What follows belongs to an exercise in optimizing a design on an open flow for small area and a short achievable clock period; a production flow would make more cautious choices. In this exercise RTL edits were held to simulation tests only and were not proved equivalent to the original. Power and IR drop assume default switching activity.

==> flow/design.v <==
module zc_decode (
    input  wire        w,
    input  wire [63:0] x,
    output wire        sign,
    output wire [10:0] raw,       
    output wire [10:0] re,        
    output wire        sent,      
    output wire        nan,
    output wire        zero,      
    output wire        ge_bias,   
    output wire        eq_bias    
);
    wire e1_s = &x[30:23];
    wire e1_d = &x[62:52];
    wire e0_s = ~|x[30:23];
    wire e0_d = ~|x[62:52];
    wire s_lo = |x[22:0];
    wire s_hi = |x[51:23];
    wire allones = w ? e1_d : e1_s;
    wire ezero   = w ? e0_d : e0_s;
    wire sig_nz  = s_lo | (w & s_hi);
    assign sign = w ? x[63] : x[31];
    assign raw  = w ? x[62:52] : {3'b000, x[30:23]};
    assign nan  = allones & sig_nz;
    assign zero = ezero & ~sig_nz;
    assign sent = zero | allones;
    wire lo1 = w ? &x[61:52] : &x[29:23];    
    wire top = w ? x[62] : x[30];
    assign ge_bias = top | lo1;
    assign eq_bias = ~top & lo1;
    assign re = sent ? {1'b0, w, w, w, 7'h7F} : raw;
endmodule
module zc_msb #(
    parameter N = 64,
    parameter P = ((N <= 2) ? 1 : (N <= 4) ? 2 : (N <= 8) ? 3 : (N <= 16) ? 4 : (N <= 32) ? 5 : (N <= 64) ? 6 : 7)
) (
    input  wire [N-1:0] x,
    input  wire [N-1:0] a,
    output wire         v,
    output wire         g,
    output wire [P-1:0] pos
);
    generate
        if (N == 1) begin : g_leaf
            assign v   = x[0];
            assign g   = x[0] & a[0];
            assign pos = 1'b0;
        end else if (N == 2) begin : g_two
            assign v   = x[1] | x[0];
            assign g   = (x[1] & a[1]) | (~x[1] & x[0] & a[0]);
            assign pos = x[1];
        end else begin : g_node
            localparam L  = 1 << (P - 1);      
            localparam H  = N - L;             
            localparam PH = ((H <= 2) ? 1 : (H <= 4) ? 2 : (H <= 8) ? 3 : (H <= 16) ? 4 : (H <= 32) ? 5 : (H <= 64) ? 6 : 7);
            wire          vh, gh, vl, gl;
            wire [PH-1:0] ph;
            wire [P-2:0]  pl;
            zc_msb #(.N(H)) u_h (.x(x[N-1:L]), .a(a[N-1:L]), .v(vh), .g(gh), .pos(ph));
            zc_msb #(.N(L)) u_l (.x(x[L-1:0]), .a(a[L-1:0]), .v(vl), .g(gl), .pos(pl));
            wire [P-2:0] phx = ph;             
            assign v   = vh | vl;
            assign g   = gh | (~vh & gl);
            assign pos = vh ? {1'b1, phx} : {1'b0, pl};
        end
    endgenerate
endmodule
module zc_log2_64 (
    input  wire [63:0] x,
    output wire [5:0]  y
);
    wire v, g;
    zc_msb #(.N(64)) u (.x(x), .a(64'd0), .v(v), .g(g), .pos(y));
endmodule
module zc_pair #(
    parameter SCALAR = 0
) (
    input  wire        w,
    input  wire [63:0] p,
    input  wire [63:0] q,
    output wire [10:0] emax,
    output wire [11:0] t,
    output wire        same_mag,
    output wire [10:0] pre,       
    output wire        lt_same,   
    output wire        pneg,
    output wire        qneg,
    output wire        qnan
);
    wire        ps, qs, pnan, pz, qz, psent, qsent, pge, peq, qge, qeq;
    wire [10:0] praw, qraw, qre;
    zc_decode u_dp (.w(w), .x(p), .sign(ps), .raw(praw), .re(pre), .sent(psent),
                    .nan(pnan), .zero(pz), .ge_bias(pge), .eq_bias(peq));
    zc_decode u_dq (.w(w), .x(q), .sign(qs), .raw(qraw), .re(qre), .sent(qsent),
                    .nan(qnan), .zero(qz), .ge_bias(qge), .eq_bias(qeq));
    assign pneg = ~pnan & ps & ~pz;
    assign qneg = ~qnan & qs & ~qz;
    wire [63:0] x = p ^ q;
    wire        vE, gE, vH, gH, vM, gM, vL, gL;
    wire [3:0]  pE;
    wire [4:0]  pH, pL;
    wire [2:0]  pM;
    wire        vE0, vH0;
    zc_msb #(.N(11)) u_e (.x(x[62:52]), .a(p[62:52]), .v(vE0), .g(gE), .pos(pE));
    zc_msb #(.N(21)) u_h (.x(x[51:31]), .a(p[51:31]), .v(vH0), .g(gH), .pos(pH));
    assign vE = vE0 & w;
    assign vH = vH0 & w;
    zc_msb #(.N(8))  u_m (.x(x[30:23]),           .a(p[30:23]), .v(vM), .g(gM), .pos(pM));
    zc_msb #(.N(23)) u_l (.x(x[22:0]),            .a(p[22:0]),  .v(vL), .g(gL), .pos(pL));
    wire meq = ~(vE | vH | vM | vL);
    wire mgt = vE ? gE : vH ? gH : vM ? gM : gL;
    wire mlt = ~mgt & ~meq;
    assign same_mag = ~pnan & ~qnan & meq;
    assign lt_same  = pneg ? mgt : (~pnan & ~qnan & mlt);
    wire rgt = w ? gE : gM;
    wire req = w ? ~vE : ~vM;
    wire egt = (psent & qsent) ? 1'b0 :
               psent           ? ~qge :
               qsent           ? (pge & ~peq) : rgt;
    wire eeq = (psent & qsent) ? 1'b1 :
               psent           ? qeq :
               qsent           ? peq : req;
    wire        selp = egt & ~psent;
    wire        selq = ~egt & ~qsent;
    wire        selb = egt ? psent : qsent;
    wire        spd = selp & w, sps = selp & ~w, sqd = selq & w, sqs = selq & ~w;
    assign emax = ({11{spd}} & p[62:52]) | ({11{sqd}} & q[62:52]) |
                       ({11{sps}} & {3'b000, p[30:23]}) | ({11{sqs}} & {3'b000, q[30:23]}) |
                       ({11{selb}} & {1'b0, w, w, w, 7'h7F});
    wire       sx_nz = vH | (w & vM) | vL;
    wire [5:0] lg = vH       ? ({1'b0, pH} + 6'd31) :
                    (w & vM) ? ({3'b000, pM} + 6'd23) : {1'b0, pL};
    generate
        if (SCALAR) begin : g_scalar
            wire [11:0] cH, cM, cL;
            zc_add #(.N(12)) u_ch (.a({7'd0, pH}), .b(12'hBEC), .ci(1'b0), .s(cH));    
            zc_add #(.N(12)) u_cm (.a({9'd0, pM}), .b(12'hBE4), .ci(1'b0), .s(cM));    
            zc_add #(.N(12)) u_cl (.a({7'd0, pL}), .b(w ? 12'hBCD : 12'hF6A), .ci(1'b0), .s(cL));
            wire [11:0] lgc = vH ? cH : (w & vM) ? cM : cL;
            assign t = (eeq & sx_nz) ? lgc : (w ? 12'hC01 : 12'hF81);
        end else begin : g_key
            assign t = {6'd0, (eeq & sx_nz) ? lg : (w ? 6'd52 : 6'd23)};
        end
    endgenerate
endmodule
module zc_add #(
    parameter N = 12
) (
    input  wire [N-1:0] a,
    input  wire [N-1:0] b,
    input  wire         ci,
    output wire [N-1:0] s
);
    wire [N-1:0] p0 = a ^ b;
    wire [N-1:0] g0 = a & b;
    reg  [N-1:0] G, P;
    reg  [N-1:0] Gn, Pn;
    integer d, i;
    always @* begin
        G = g0;
        P = p0;
        G[0] = g0[0] | (p0[0] & ci);
        for (d = 1; d < N; d = d * 2) begin
            Gn = G;
            Pn = P;
            for (i = 0; i < N; i = i + 1)
                if ((i / d) % 2 == 1) begin
                    Gn[i] = G[i] | (P[i] & G[(i / d) * d - 1]);
                    Pn[i] = P[i] & P[(i / d) * d - 1];
                end
            G = Gn;
            P = Pn;
        end
    end
    wire [N-1:0] c = {G[N-2:0], ci};
    assign s = p0 ^ c;
endmodule
module zc_ucmp #(
    parameter N = 13
) (
    input  wire [N-1:0] a,
    input  wire [N-1:0] b,
    output wire         gt,
    output wire         eq
);
    wire v;
    wire [((N <= 2) ? 1 : (N <= 4) ? 2 : (N <= 8) ? 3 : (N <= 16) ? 4 : (N <= 32) ? 5 : (N <= 64) ? 6 : 7)-1:0] pos;
    zc_msb #(.N(N)) u (.x(a ^ b), .a(a), .v(v), .g(gt), .pos(pos));
    assign eq = ~v;
endmodule
module zc_less_axes (
    input  wire         w,
    input  wire [255:0] p,
    input  wire [255:0] q,
    output wire [51:0]  kt,      
    output wire [3:0]   lt,      
    output wire         dec,     
    output wire         dval     
);
    wire [3:0] nd, ltx;
    genvar g;
    generate
        for (g = 0; g < 4; g = g + 1) begin : g_axis
            wire [10:0] emax, pre_unused;
            wire [11:0] t;
            wire        sm, pn, qn, qnan;
            zc_pair u_pair (
                .w(w), .p(p[g*64 +: 64]), .q(q[g*64 +: 64]),
                .emax(emax), .t(t), .same_mag(sm), .pre(pre_unused), .lt_same(lt[g]),
                .pneg(pn), .qneg(qn), .qnan(qnan)
            );
            wire [6:0] lo;
            zc_add #(.N(7)) u_lo (.a({1'b0, emax[5:0]}), .b({1'b0, t[5:0]}), .ci(1'b0), .s(lo));
            assign kt[g*13 +: 13] = {~sm, emax[10:6], lo};
            assign nd[g]  = pn ^ qn;
            assign ltx[g] = pn & ~qnan;
        end
    endgenerate
    assign dec  = |nd;
    assign dval = nd[3] ? ltx[3] :
                  nd[2] ? ltx[2] :
                  nd[1] ? ltx[1] : ltx[0];
endmodule
module zc_less_pick (
    input  wire [51:0] kt,
    input  wire [3:0]  lt,
    input  wire        dec,
    input  wire        dval,
    output wire        less
);
    wire [51:0] k;
    genvar g;
    generate
        for (g = 0; g < 4; g = g + 1) begin : g_key
            wire [5:0] hi;
            zc_add #(.N(6)) u_hi (.a({1'b0, kt[g*13+7 +: 5]}), .b(6'd0), .ci(kt[g*13+6]), .s(hi));
            assign k[g*13 +: 13] = {kt[g*13+12], hi, kt[g*13 +: 6]};
        end
    endgenerate
    wire gt10, eq10, gt20, eq20, gt30, eq30, gt21, eq21, gt31, eq31, gt32, eq32;
    zc_ucmp #(.N(13)) c10 (.a(k[25:13]), .b(k[12:0]),  .gt(gt10), .eq(eq10));
    zc_ucmp #(.N(13)) c20 (.a(k[38:26]), .b(k[12:0]),  .gt(gt20), .eq(eq20));
    zc_ucmp #(.N(13)) c30 (.a(k[51:39]), .b(k[12:0]),  .gt(gt30), .eq(eq30));
    zc_ucmp #(.N(13)) c21 (.a(k[38:26]), .b(k[25:13]), .gt(gt21), .eq(eq21));
    zc_ucmp #(.N(13)) c31 (.a(k[51:39]), .b(k[25:13]), .gt(gt31), .eq(eq31));
    zc_ucmp #(.N(13)) c32 (.a(k[51:39]), .b(k[38:26]), .gt(gt32), .eq(eq32));
    wire ge10 = gt10 | eq10, ge20 = gt20 | eq20, ge30 = gt30 | eq30;
    wire ge21 = gt21 | eq21, ge31 = gt31 | eq31, ge32 = gt32 | eq32;
    wire win3 = ge32 & ge31 & ge30;
    wire win2 = ~ge32 & ge21 & ge20;
    wire win1 = ~ge31 & ~ge21 & ge10;
    wire win0 = ~ge30 & ~ge20 & ~ge10;
    wire lsel = (win3 & lt[3]) | (win2 & lt[2]) | (win1 & lt[1]) | (win0 & lt[0]);
    assign less = dec ? dval : lsel;
endmodule
module zorder_core #(
    parameter D = 4
) (
    input  wire            clk,
    input  wire [3:0]      cmd,
    input  wire [63:0]     a,
    input  wire [63:0]     b,
    input  wire [D*64-1:0] p,
    input  wire [D*64-1:0] q,
    output wire [63:0]     res
);
    wire       w = cmd[3];
    wire [2:0] c = cmd[2:0];
    wire [10:0] emax, are;
    wire [11:0] t;
    wire        same_mag;
    wire        u0, u1, u2, u3;
    zc_pair #(.SCALAR(1)) u_ab (
        .w(w), .p(a), .q(b), .emax(emax), .t(t), .same_mag(same_mag), .pre(are),
        .lt_same(u0), .pneg(u1), .qneg(u2), .qnan(u3)
    );
    wire [11:0] ev;
    zc_add #(.N(12)) u_ev (.a({1'b0, are}), .b(w ? 12'hC01 : 12'hF81), .ci(1'b0), .s(ev));
    wire [6:0] ylo;
    zc_add #(.N(7)) u_ylo (.a({1'b0, emax[5:0]}), .b({1'b0, t[5:0]}), .ci(1'b0), .s(ylo));
    wire [5:0] lg;
    zc_log2_64 u_lg (.x({a[63:32] & {32{w}}, a[31:0]}), .y(lg));
    wire [51:0] kt;
    wire [3:0]  lt;
    wire        dec, dval;
    zc_less_axes u_axes (.w(w), .p(p), .q(q), .kt(kt), .lt(lt), .dec(dec), .dval(dval));
    reg [63:0] result;
    reg        sum;
    always @* begin
        sum = 1'b0;
        case (c)
            3'd0:    result = {a[63:32] & {32{w}}, a[31:0]};
            3'd1:    result = {{52{ev[11]}}, ev};
            3'd2:    result = {12'd0, a[51:23] & {29{w}}, a[22:0]};
            3'd3:    result = {58'd0, lg};
            3'd4:    begin
                         result = same_mag ? 64'hFFFFFFFF80000000 :
                                             {46'd0, t[11:6], emax[10:6], ylo};
                         sum    = ~same_mag;
                     end
            default: result = {6'd0, kt, lt, dec, dval};    
        endcase
    end
    reg [63:0] r_res;
    reg        r_sum;
    reg        r_isless;
    always @(posedge clk) begin
        r_res    <= result;
        r_sum    <= sum;
        r_isless <= (c == 3'd5);
    end
    wire [51:0] r_kt   = r_res[57:6];
    wire [3:0]  r_lt   = r_res[5:2];
    wire        r_dec  = r_res[1];
    wire        r_dval = r_res[0];
    wire [5:0]  yhi;
    zc_add #(.N(6)) u_yhi (.a({1'b0, r_res[11:7]}), .b(r_res[17:12]), .ci(r_res[6]), .s(yhi));
    wire [11:0] sv = {yhi, r_res[5:0]};
    wire less;
    zc_less_pick u_pick (.kt(r_kt), .lt(r_lt), .dec(r_dec), .dval(r_dval), .less(less));
    wire [63:0] rv = r_sum ? {{52{sv[11]}}, sv} : r_res;
    assign res = {rv[63:1] & {63{~r_isless}}, r_isless ? less : rv[0]};
endmodule
==> flow/flow/run.sh <==
#!/bin/bash
# Standard layout, with these changes:
# - synthesis (flow/synth_fast.tcl, otherwise the standard flow's synthesis script) has
#   ABC map the logic with a delay target of 4000 ps using yosys's own ABC
#   script, and leaves adders to ABC (ADDER_MAP_FILE empty);
# - the smallest plain buffer on every port;
# - timing repair aims for 9 ns of setup slack, on the worst path only.
set -euo pipefail
export ADDER_MAP_FILE=
export FAST_ABC_D=4000
export BUFFER_PORTS_ARGS="-buffer_cell sky130_fd_sc_hd__buf_1"
export SETUP_SLACK_MARGIN=9
sed "s#SYNTH_SCRIPT=[^ ]*#SYNTH_SCRIPT=$PWD/flow/synth_fast.tcl#" standard.sh > standard_fast.sh
bash standard_fast.sh > standard_flow.log 2>&1
==> flow/flow/synth_fast.tcl <==
# The standard flow's synthesis script, with ABC mapping the logic against a delay
# target (yosys's own ABC script with -D) instead of ORFS's speed script.
proc abc {args} {
  set a {}
  set skip 0
  foreach x $args {
    if { $skip } { set skip 0; continue }
    if { $x eq "-script" } { set skip 1; continue }
    lappend a $x
  }
  yosys abc {*}$a -D $::env(FAST_ABC_D)
}
proc synth {args} { yosys synth -nofsm -noshare {*}$args }
source $::env(SCRIPTS_DIR)/synth.tcl
# left out here: clear keep_hierarchy, flatten, clean up, hide names made inside functions, write 1_2_yosys.v
==> flow/standard.sh <==
#!/bin/bash
# synth_recipe.tcl (not shown) runs the flow's synth.tcl, then flattens the netlist and writes it again
# the make line also repeats each setting of config.mk as NAME=value (left out here)
make -C /OpenROAD-flow-scripts/flow DESIGN_CONFIG=/design/flow/config.mk WORK_HOME=/design/flow/orfs CLKGATE_MAP_FILE= SYNTH_SCRIPT=/design/flow/synth_recipe.tcl "${@:-finish}"
==> flow/config.mk <==
export PLATFORM = sky130hd
export DESIGN_NAME = zorder_core
export DESIGN_NICKNAME = zorder_core
export VERILOG_FILES = /design/flow/design.v
export SDC_FILE = /design/flow/constraint.sdc
export NUM_CORES = 4
export LEC_CHECK = 0
export CAP_MARGIN = 20
export CORE_MARGIN = 2
export CORE_UTILIZATION = 35
export SLEW_MARGIN = 20
export TNS_END_PERCENT = 0
==> flow/constraint.sdc <==
create_clock -name core_clock -period 16.0 [get_ports {clk}]
set_input_delay 3.2000 -clock core_clock [delete_from_list [all_inputs] [get_ports {clk}]]
set_output_delay 3.2000 -clock core_clock [all_outputs]
set_load 0.01 [all_outputs]
==> results.json, run 1 <==
{
  "via_per_inst": 6.07,
  "holdCritStartpoint": "a[32]",
  "synthArstFlopShare_pct": 0,
  "hold_viol_final": 0,
  "hpwl_mm": 85.8,
  "start_kind": "flop",
  "synth_area_um2": 19600,
  "power_frac_seq_pct": 18.4,
  "place.gp.congestion": 1.07,
  "rsz0062_at_grt": "yes",
  "dpl.cell_count": 4482,
  "crit_arrival_ps": 4420,
  "routed_wl_mm": 102,
  "cts_buffer_depth": 2,
  "fin_cells": 4529,
  "die_area_um2": 58000,
  "initial_core_util_pct": 35.5,
  "ir_worst_vdd_mv": 0.0508,
  "die_y_um": 241,
  "cts_tree": "yes",
  "pin_count": 709,
  "synth_ff_type": "dfxtp_1",
  "worstMarginPinSlew_ps": 1070,
  "yosys-top-cells-count": "nand2_1, inv_1, nor2_1, a21oi_1, o21ai_0",
  "power_switching_w": 0.000670,
  "setup_viol": 0,
  "core_um2": 55300,
  "tns_ps": 0,
  "p_clk_share_pct": 16.7,
  "final_antenna_net_count": 0,
  "p_int_w": 0.000671,
  "synth_cells": 3082,
  "vias": 27500,
  "grt.total_usage_pct": 32.8,
  "area_growth_pct": 22.0,
  "cts_root_buf": "clkbuf_16",
  "maxCapViolCount": 0,
  "crit_path_max_fanout": 3,
  "syn_nets": 3727,
  "drive_above_1_share_pct": 4.12,
  "die_w_um": 241,
  "dr.first_iter.drc_count": 2803,
  "fmax_mhz": 131,
  "cts-htree-levels": 3,
  "synth-edff-count": 0,
  "crit_start": "r_res[7]",
  "drc": 0,
  "ys_warn_count": 4,
  "wl_per_cell_um": 22.6,
  "slew_viol_final": 0,
  "fin_ws_ps": 8380,
  "dr.pass1.iters": 10,
  "crit_type": "flop to output port",
  "gr-total-overflow": 0,
  "synth-seq-cells": 66,
  "combinationalPowerShare_pct": 64.9,
  "nets": 4404,
  "grt_max_degree": 68,
  "relSlewSlack_pct": 28.6,
  "rows": 86,
  "clkTransAtPathRegs_ps": 70,
  "grt_pass1_wl_mm": 147,
  "ys_top_cells_by_area": "xnor2_1, dfxtp_1, xor2_1",
  "powerDensity_nw_per_um2": 56.0,
  "grt_pass1_vias": 25000,
  "hold_path.class": "primary input to flop",
  "fillers": 6166,
  "numClockSinks": 66,
  "cts_buffers": 9,
  "ys_seq_area_share_pct": 6.73,
  "status": "no timing/DRC/antenna violations",
  "min_period_ps": 7620,
  "p_leak_nw": 8.47,
  "synth_top_area_cell": "xnor2_1",
  "synth_top_area_share_pct": 6.91,
  "power_w": 0.00134,
  "antenna_found_initial": 18,
  "port_buffers": 707,
  "synth.avg_cell_area_um2": 6.37,
  "end_kind": "output port",
  "yosysMostFrequentCell": "nand2_1",
  "worstPathRequired_ps": 12800,
  "cts-hold-fix-buffers": 0,
  "synth_cell_types": 87,
  "dp_slack_ps": 7690,
  "finalCritPeriodShare_pct": 47.6,
  "switching_share_pct": 50.0
}
path summary, 6_finish.rpt:
check | endpoint | slack, ps | depth (start not counted)
hold / removal | r_res[32] | 3240 | 3
setup / recovery | res[0] | 8380 | 16
final cells by class:
type / count / area (um^2) / share of cell area [%]
multi-input combinational: 2699 / 17400 / 72.7
timing repair buffer: 741 / 3010 / 12.6
sequential: 66 / 1330 / 5.56
tap: 748 / 936 / 3.90
inverter: 242 / 908 / 3.79
clock buffer: 10 / 229 / 0.955
clock inverter: 6 / 90.1 / 0.376
antenna: 17 / 42.5 / 0.177
power groups by stage:
stage | Combinational, W | Sequential, W | Clock (W)
global route | 0.000947 | 0.000246 | 0.000232
global placement | 0.000826 | 0.000248 | 0
CTS | 0.000843 | 0.000243 | 0.000225
floorplan | 0.000540 | 0.000213 | 0
detailed placement | 0.000828 | 0.000247 | 0
finish | 0.000870 | 0.000247 | 0.000224
per-stage QoR:
stage	instance area, um^2	hold WS [ps]	utilization (%)
detailed placement	23200	3590	42.0
floorplan	19700	3320	-
finish	24000	3240	43.3
global placement	23200	3590	42.0
global route	24000	3270	43.3
CTS	23700	3220	42.8
worst max-delay path, stage by stage, from the launching register on:
cell and delay [ps]:
dfxtp_4 380, inv_2 50, o22ai_1 130, o21ai_1 90, maj3_2 310, maj3_2 310, maj3_2 310, maj3_2 310
maj3_2 300, a21oi_2 130, o21ai_2 60, maj3_2 310, maj3_2 310, maj3_2 320, or3_4 340, a31oi_4 260
buf_6 140
per-layer routing:
layer  vias up  share of wire, %  GRT usage (%)
met5         -             0.030              0
met4         4               3.6           10.6
met3       240               9.2           4.96
met2      1532                45           53.5
met1     12800                42           44.1
li1      12900                 -              -
logic make-up (layout without fill, tap and decap cells):
group	after synthesis	count (layout)	share of synthesized area [%]
xor+xnor	306	306	13.7
compound gates	948	948	32.8
buf+inv	317	999	6.10
other cells	0	17	0
simple gates	1325	1325	34.5
fa+ha+maj	98	98	5.01
mux	22	22	1.15
flops	66	66	6.73
repair_timing:
item                       in CTS  in global routing
gates cloned                    1                  1
buffers inserted                4                  7
hold endpoints to repair        0                  0
resized for setup              20                 33
setup endpoints to repair      63                 64
pin swaps                       5                 13
layout by cell type, fill, tap and decap left out, types with 24 or more instances in the layout:
master,Yosys,routed
buf_4,0,30
o211ai_1,25,25
xnor2_1,155,153
nand2b_1,101,101
a211oi_1,30,30
nand4_1,66,66
nor3_1,121,112
inv_1,241,239
nand2_1,309,309
xor2_1,150,150
nor2b_1,117,116
maj3_1,96,89
a221oi_1,36,36
nor2_1,230,228
a31oi_1,50,49
nor4_1,140,138
dfxtp_1,66,61
a211o_1,25,24
a22oi_1,35,35
and2_1,26,25
a21oi_1,223,218
o21a_1,64,64
nand3_1,96,96
o21ai_0,158,156
o22ai_1,52,52
buf_1,7,703
flip-flops by register name, summed over array words and instances, names as in the netlist:
register  cells
r_isless      1
r_res        64
r_sum         1
==> run 2, diff against run 1 <==
--- a/flow/config.mk
+++ b/flow/config.mk
@@ -10,2 +10,3 @@
 export CORE_UTILIZATION = 35
+export PLACE_DENSITY = 0.75
 export SLEW_MARGIN = 20
==> results.json, run 2 <==
{
  "ys_seq_area_share_pct": 6.73,
  "synth_top_area_share_pct": 6.91,
  "largest-register": "r_res",
  "dr.pass1.iters": 7,
  "tns_ps": 0,
  "drc": 0,
  "crit_path_max_fanout": 4,
  "powerDensity_nw_per_um2": 55.0,
  "synth_ff_type": "dfxtp_1",
  "grt_pass1_vias": 25300,
  "m1WireLength_mm": 42.4,
  "maxCapViolCount": 0,
  "grt.total_usage_pct": 33.5,
  "p_clk_share_pct": 15.0,
  "largest_register_ffs": 64,
  "crit_type": "flop to output port",
  "final_antenna_net_count": 0,
  "ys_warn_count": 4,
  "p_leak_nw": 8.56,
  "synth-edff-count": 0,
  "fmax_mhz": 132,
  "status": "no timing/DRC/antenna violations",
  "p_int_w": 0.000656,
  "cts_buffer_depth": 2,
  "combinationalPowerShare_pct": 66.8,
  "crit_arrival_ps": 4350,
  "switching_share_pct": 50.7,
  "synth_area_um2": 19600,
  "wl_per_cell_um": 23.0,
  "synth-seq-cells": 66,
  "grt_max_degree": 64,
  "postLayoutCellArea_um2": 24200,
  "worstPathRequired_ps": 12800,
  "cts_tree": "yes",
  "hold_path.class": "primary input to flop",
  "die_y_um": 241,
  "fillers": 6041,
  "core_um2": 55300,
  "power_frac_seq_pct": 18.3,
  "synth_cells": 3082,
  "routed_wl_mm": 105,
  "rows": 86,
  "rsz0062_at_grt": "yes",
  "synth_cell_types": 87,
  "die_area_um2": 58000,
  "min_period_ps": 7550,
  "syn_nets": 3727,
  "relSlewSlack_pct": 28.8,
  "antenna_found_initial": 33,
  "initial_core_util_pct": 35.5,
  "worstMarginPinSlew_ps": 1060,
  "end_kind": "output port",
  "power_switching_w": 0.000674,
  "area_growth_pct": 23.2,
  "drive_above_1_share_pct": 4.88,
  "yosys-top-cells-count": "nand2_1, inv_1, nor2_1, a21oi_1, o21ai_0",
  "cts_buffers": 9,
  "port_buffers": 707,
  "hpwl_mm": 87.3,
  "yosysMostFrequentCell": "nand2_1",
  "grt_pass1_wl_mm": 149,
  "place.gp.congestion": 1.05,
  "synthArstFlopShare_pct": 0,
  "clkTransAtPathRegs_ps": 60,
  "pin_count": 709,
  "ir_worst_vdd_mv": 0.0493,
  "nets": 4410,
  "vias": 27800,
  "synth.avg_cell_area_um2": 6.37,
  "ys_top_cells_by_area": "xnor2_1, dfxtp_1, xor2_1",
  "reg_top3": "r_res x64, r_isless x1, r_sum x1",
  "numClockSinks": 66,
  "cts-htree-levels": 3,
  "slew_viol_final": 0,
  "top_layer_used": "met5",
  "dr_wl_met2_mm": 46.3,
  "hold_viol_final": 0,
  "post_dp_cell_area_um2": 23200,
  "finalCritPeriodShare_pct": 47.2,
  "final_common_cell": "buf_1",
  "die_w_um": 241,
  "routed-wl-met3_mm": 11.0,
  "start_kind": "flop",
  "setup_viol": 0,
  "cts_root_buf": "clkbuf_16",
  "via_per_inst": 6.12,
  "dr.first_iter.drc_count": 3178,
  "gr-total-overflow": 0,
  "mostFrequentLayoutCells": "buf_1, nand2_1, inv_1",
  "synth_top_area_cell": "xnor2_1"
}
run 2: cell counts after synthesis:
Identical to the previous run, type by type.
run 2: critical path: stages, from the launching register on:
cell and delay, ps:
dfxtp_1 390, o22ai_1 150, o21ai_1 90, maj3_2 320, maj3_2 310, maj3_2 320, maj3_2 310, maj3_2 300
a21oi_2 110, o21ai_1 70, maj3_2 310, maj3_2 300, maj3_2 310, or3_4 350, a31oi_4 230, buf_6 130
run 2: per-stage QoR:
stage / instances / utilization [%] / power, W / setup WS [ps] / hold slack (ps)
3_5_place_dp: 4479 / 41.9 / 0.00108 / 7550 / 3540
2_1_floorplan: 3082 / - / 0.000753 / 8960 / 3320
4_1_cts: 4504 / 43.0 / 0.00129 / 8470 / 3190
5_1_grt: 4543 / 43.7 / 0.00141 / 8290 / 3220
3_3_place_gp: 4479 / 41.9 / 0.00107 / 7630 / 3540
6_report: 4547 / 43.7 / 0.00133 / 8450 / 3210
run 2: worst paths after layout:
path              depth (start not counted)        end      start
setup / recovery                         15     res[0]  r_res[19]
hold / removal                            3  r_res[63]      a[63]
run 2: logic make-up (layout without fill, tap and decap cells):
family                     after synthesis  in the layout  share of synthesized area (%)
other                                    0             29                              0
buffers and inverters                  317           1005                           6.10
xor gates and xnor gates               306            306                           13.7
AOI/OAI and AO/OA                      948            948                           32.8
and+or+nand+nor                       1325           1325                           34.5
muxes                                   22             22                           1.15
adders and majority gates               98             98                           5.01
DFF                                     66             66                           6.73
run 2: cell type report:
| cell class | count | area [um^2] | area share, % |
|---|---|---|---|
| Antenna cell | 29 | 72.6 | 0.300 |
| Tap cell | 748 | 936 | 3.87 |
| Clock inverter | 5 | 36.3 | 0.150 |
| Timing Repair Buffer | 747 | 3090 | 12.8 |
| Multi-Input combinational cell | 2699 | 17600 | 72.5 |
| Inverter | 242 | 908 | 3.75 |
| Sequential cell | 66 | 1340 | 5.52 |
| Clock buffer | 11 | 264 | 1.09 |
run 2: power groups by stage:
stage                     sequential (W)  combinational (W)  clock [W]
final                           0.000243           0.000888   0.000199
after global routing            0.000243           0.000962   0.000208
after CTS                       0.000239           0.000856   0.000200
after detailed placement        0.000243           0.000835          0
after global placement          0.000245           0.000829          0
after floorplan                 0.000213           0.000540          0
run 2: repair_timing:
action                                  in CTS  in global routing
endpoints found under the setup margin      63                 64
pin swaps                                   14                 17
hold buffers                                 0                  0
resized for setup                           38                 52
gates cloned                                 2                  1
setup buffers                                7                 12
run 2: routing by layer:
metal | vias to the layer above | track usage [%]
li1 | 12900 | -
met1 | 12900 | 43.5
met2 | 1703 | 53.4
met3 | 304 | 7.11
met4 | 10 | 14.1
met5 | - | 0
==> run 3, diff against run 2 <==
--- a/flow/design.v
+++ b/flow/design.v
@@ -87,3 +87,4 @@
     output wire        qneg,
-    output wire        qnan
+    output wire        qnan,
+    output wire [5:0]  msb        
 );
@@ -132,2 +133,7 @@
                     (w & vM) ? ({3'b000, pM} + 6'd23) : {1'b0, pL};
+    wire       xtop = w ? x[63] : x[31];
+    assign msb = xtop      ? {w, 5'd31} :
+                 vE        ? ({2'b00, pE} + 6'd52) :
+                 vH        ? ({1'b0, pH} + 6'd31) :
+                 vM        ? ({3'b000, pM} + 6'd23) : {1'b0, pL};
     generate
@@ -209,3 +215,3 @@
                 .emax(emax), .t(t), .same_mag(sm), .pre(pre_unused), .lt_same(lt[g]),
-                .pneg(pn), .qneg(qn), .qnan(qnan)
+                .pneg(pn), .qneg(qn), .qnan(qnan), .msb()
             );
@@ -272,4 +278,6 @@
     wire        u0, u1, u2, u3;
+    wire [63:0] bz = b & {64{c != 3'd3}};
+    wire [5:0]  lg;
     zc_pair #(.SCALAR(1)) u_ab (
-        .w(w), .p(a), .q(b), .emax(emax), .t(t), .same_mag(same_mag), .pre(are),
+        .w(w), .p(a), .q(bz), .msb(lg), .emax(emax), .t(t), .same_mag(same_mag), .pre(are),
         .lt_same(u0), .pneg(u1), .qneg(u2), .qnan(u3)
@@ -280,4 +288,2 @@
     zc_add #(.N(7)) u_ylo (.a({1'b0, emax[5:0]}), .b({1'b0, t[5:0]}), .ci(1'b0), .s(ylo));
-    wire [5:0] lg;
-    zc_log2_64 u_lg (.x({a[63:32] & {32{w}}, a[31:0]}), .y(lg));
     wire [51:0] kt;
--- a/flow/config.mk
+++ b/flow/config.mk
@@ -10,3 +10,2 @@
 export CORE_UTILIZATION = 35
-export PLACE_DENSITY = 0.75
 export SLEW_MARGIN = 20
==> results.json, run 3 <==
{
  "synth_area_um2": 19400,
  "grt_pass1_wl_mm": 154,
  "ys_warn_count": 4,
  "start_kind": "primary input",
  "p_leak_nw": 9.13,
  "mostFrequentLayoutCells": "buf_1, nand2_1, a21oi_1",
  "hold_depth": 3,
  "grt_max_degree": 76,
  "ir_worst_vdd_mv": 0.0467,
  "muxShareOfSynthArea_pct": 1.02,
  "fmax_mhz": 139,
  "regArea_um2": 1320,
  "final_antenna_net_count": 0,
  "slew_viol_final": 0,
  "cts_buffers": 9,
  "crit_start": "p[109]",
  "area_growth_pct": 29.4,
  "cts-htree-levels": 3,
  "power_w": 0.00135,
  "largest_register_ffs": 64,
  "die_area_um2": 57400,
  "die_y_um": 240,
  "worstPathRequired_ps": 16220,
  "hold_viol_final": 0,
  "syn_nets": 3749,
  "place.gp.congestion": 1.05,
  "powerDensity_nw_per_um2": 53.6,
  "synth_simple_gate_area_share_pct": 36.1,
  "synth.avg_cell_area_um2": 6.26,
  "drive_above_1_share_pct": 8.76,
  "power_frac_seq_pct": 18.2,
  "synth_top_family_by_area": "simple AND/OR/NAND/NOR gates",
  "routed_wl_mm": 106,
  "reg_top3": "r_res x64, r_isless x1, r_sum x1",
  "tns_ps": 0,
  "clkTransAtPathRegs_ps": 60,
  "cts_tree": "yes",
  "end_kind": "flop",
  "yosysMostFrequentCell": "nand2_1",
  "synthAdderAreaFrac_pct": 4.07,
  "hold_path.class": "primary input to flop",
  "synth_compound_area_share_pct": 32.0,
  "synth_ff_type": "dfxtp_1",
  "crit_arrival_ps": 7400,
  "largest-register": "r_res",
  "relSlewSlack_pct": 29.1,
  "nets": 4499,
  "ys_seq_area_share_pct": 6.80,
  "grt_pass1_vias": 25700,
  "p_int_w": 0.000656,
  "finalCritPeriodShare_pct": 44.8,
  "holdCritStartpoint": "a[63]",
  "pin_count": 709,
  "rsz0062_at_grt": "yes",
  "yosys-top-cells-count": "nand2_1, nor2_1, a21oi_1, inv_1, o21ai_0",
  "fillers": 6023,
  "synth_cell_types": 79,
  "via_per_inst": 6.04,
  "port_buffers": 708,
  "drc": 0,
  "vias": 28000,
  "setup.worst_path.end": "r_res[25]",
  "crit_type": "primary input to flop",
  "initial_core_util_pct": 35.3,
  "synth_top_area_cell": "xor2_1",
  "antenna_found_initial": 37,
  "dr.first_iter.drc_count": 3022,
  "power_switching_w": 0.000692,
  "cts_buffer_depth": 2,
  "synth-edff-count": 0,
  "switching_share_pct": 51.3,
  "cts-hold-fix-buffers": 0,
  "numClockSinks": 66,
  "ys_top_cells_by_area": "xor2_1, nand2_1, dfxtp_1",
  "status": "no timing/DRC/antenna violations",
  "combinationalPowerShare_pct": 67.7,
  "worstMarginPinSlew_ps": 1060,
  "crit_path_max_fanout": 3,
  "grt.total_usage_pct": 34.5,
  "gr-total-overflow": 0,
  "final_common_cell": "buf_1",
  "synth_cells": 3104,
  "maxCapViolCount": 0,
  "synth_top_area_share_pct": 8.25,
  "setup_viol": 0,
  "multi_input_area_um2": 18000,
  "p_clk_share_pct": 14.0,
  "cts_root_buf": "clkbuf_16",
  "wl_per_cell_um": 22.8,
  "rows": 86,
  "die_w_um": 240,
  "synth-seq-cells": 66,
  "synthArstFlopShare_pct": 0,
  "hpwl_mm": 85.9,
  "core_um2": 55000,
  "min_period_ps": 7180,
  "dr.pass1.iters": 6,
  "synth_xor_area_share_pct": 14.1
}
-- run 3: cell count changes in the layout (fill, tap and decap cells not counted), sizes merged, moves of 26 or more --
| cell | change |
|---|---|
| xor2 | +33 |
| nor3 | -28 |
| nand2 | +58 |
| inv | -26 |
| buf | +70 |
| o21ai | +47 |
-- run 3: layout make-up --
cell class / instances / area share (%)
Antenna cell: 24 / 0.239
Clock buffer: 9 / 0.896
Clock inverter: 7 / 0.214
Inverter: 215 / 3.23
Multi-Input combinational cell: 2742 / 71.4
Sequential cell: 66 / 5.26
Tap cell: 748 / 3.72
Timing Repair Buffer: 820 / 15.0
-- run 3: power by group through the flow --
stage | sequential [W] | combinational [W] | clock, W
CTS | 0.000241 | 0.000856 | 0.000190
finish | 0.000246 | 0.000913 | 0.000189
floorplan | 0.000212 | 0.000532 | 0
global placement | 0.000246 | 0.000815 | 0
global route | 0.000246 | 0.000990 | 0.000198
detailed placement | 0.000245 | 0.000813 | 0
-- run 3: cell families (layout without fill, tap and decap cells) --
group,Yosys count,in the layout
AOI/OAI and AO/OA,950,950
xor gates and xnor gates,313,313
adders and majority gates,79,79
buffers and inverters,296,1051
DFF,66,66
muxes,19,19
other,0,24
and+or+nand+nor,1381,1381
-- run 3: metrics by stage --
step	area, um^2	worst slack, ps	util, %	instances	hold WS [ps]
3_5_place_dp	22900	6600	41.7	4495	3560
4_1_cts	24200	8790	44.1	4561	3200
5_1_grt	25100	8620	45.7	4625	3220
6_report	25100	8820	45.7	4631	3220
3_3_place_gp	22900	6610	41.7	4495	3550
2_1_floorplan	19500	8860	-	3104	3320
-- run 3: routing by layer --
layer  wire length, um  GRT usage [%]
met4              4580           14.0
met5               146              0
met2             46900           54.8
met3             11700           8.56
met1             42300           44.4
-- run 3: worst min-delay path by stage --
stage | endpoint | slack, ps
3_5_place_dp | r_res[63] | 3560
3_3_place_gp | r_res[63] | 3550
4_1_cts | r_res[63] | 3200
2_1_floorplan | r_res[28] | 3320
6_report | r_res[63] | 3220
5_1_grt | r_res[63] | 3220
-- run 3: timing repair --
action / CTS / global route
setup endpoints to repair: 65 / 64
pin swaps: 33 / 74
buffers inserted: 44 / 46
resized for setup: 121 / 128
gates cloned: 6 / 0
-- run 3: critical path: stages --
cell	delay (ps)
buf_8	100
or4_4	550
nor4_4	170
nand4_1	230
o21ai_1	170
nand4_1	140
a211o_1	340
nand2_2	110
a31oi_1	160
o21ai_2	170
buf_4	160
a21oi_1	30
or3_4	390
xor2_2	170
nand2_2	100
a21oi_2	60
o21a_1	180
o21a_1	180
a21o_1	180
maj3_2	320
a221o_1	290

## re-timing with driven ports
No port has a modelled driver above. Below, the same layouts with a new extraction and two added sets of constraints.
Step 1 sets driving cells, clkbuf_16 on the clock port and buf_2 on the other inputs (assumed; they add their load-dependent delay and slew).
Step 2 also shifts input and output timing later by t, the mid clock arrival at the registers, as if the neighbouring blocks saw the same clock.
Three values: ideal, step 1, step 2; two values: the first two.
run	t (ns)	slack for setup (ns)	worst setup path at the end
run 1	0.399	8.383 / 8.333 / 8.080	input to register
run 2	0.390	8.451 / 8.398 / 8.109	input to register
run 3	0.386	8.825 / 8.824 / 8.438	input to register
After both steps every run listed still meets setup and hold. The setup slack of run 3, which loses most, moves by -0.001 ns with the drivers and by -0.387 ns with both steps.
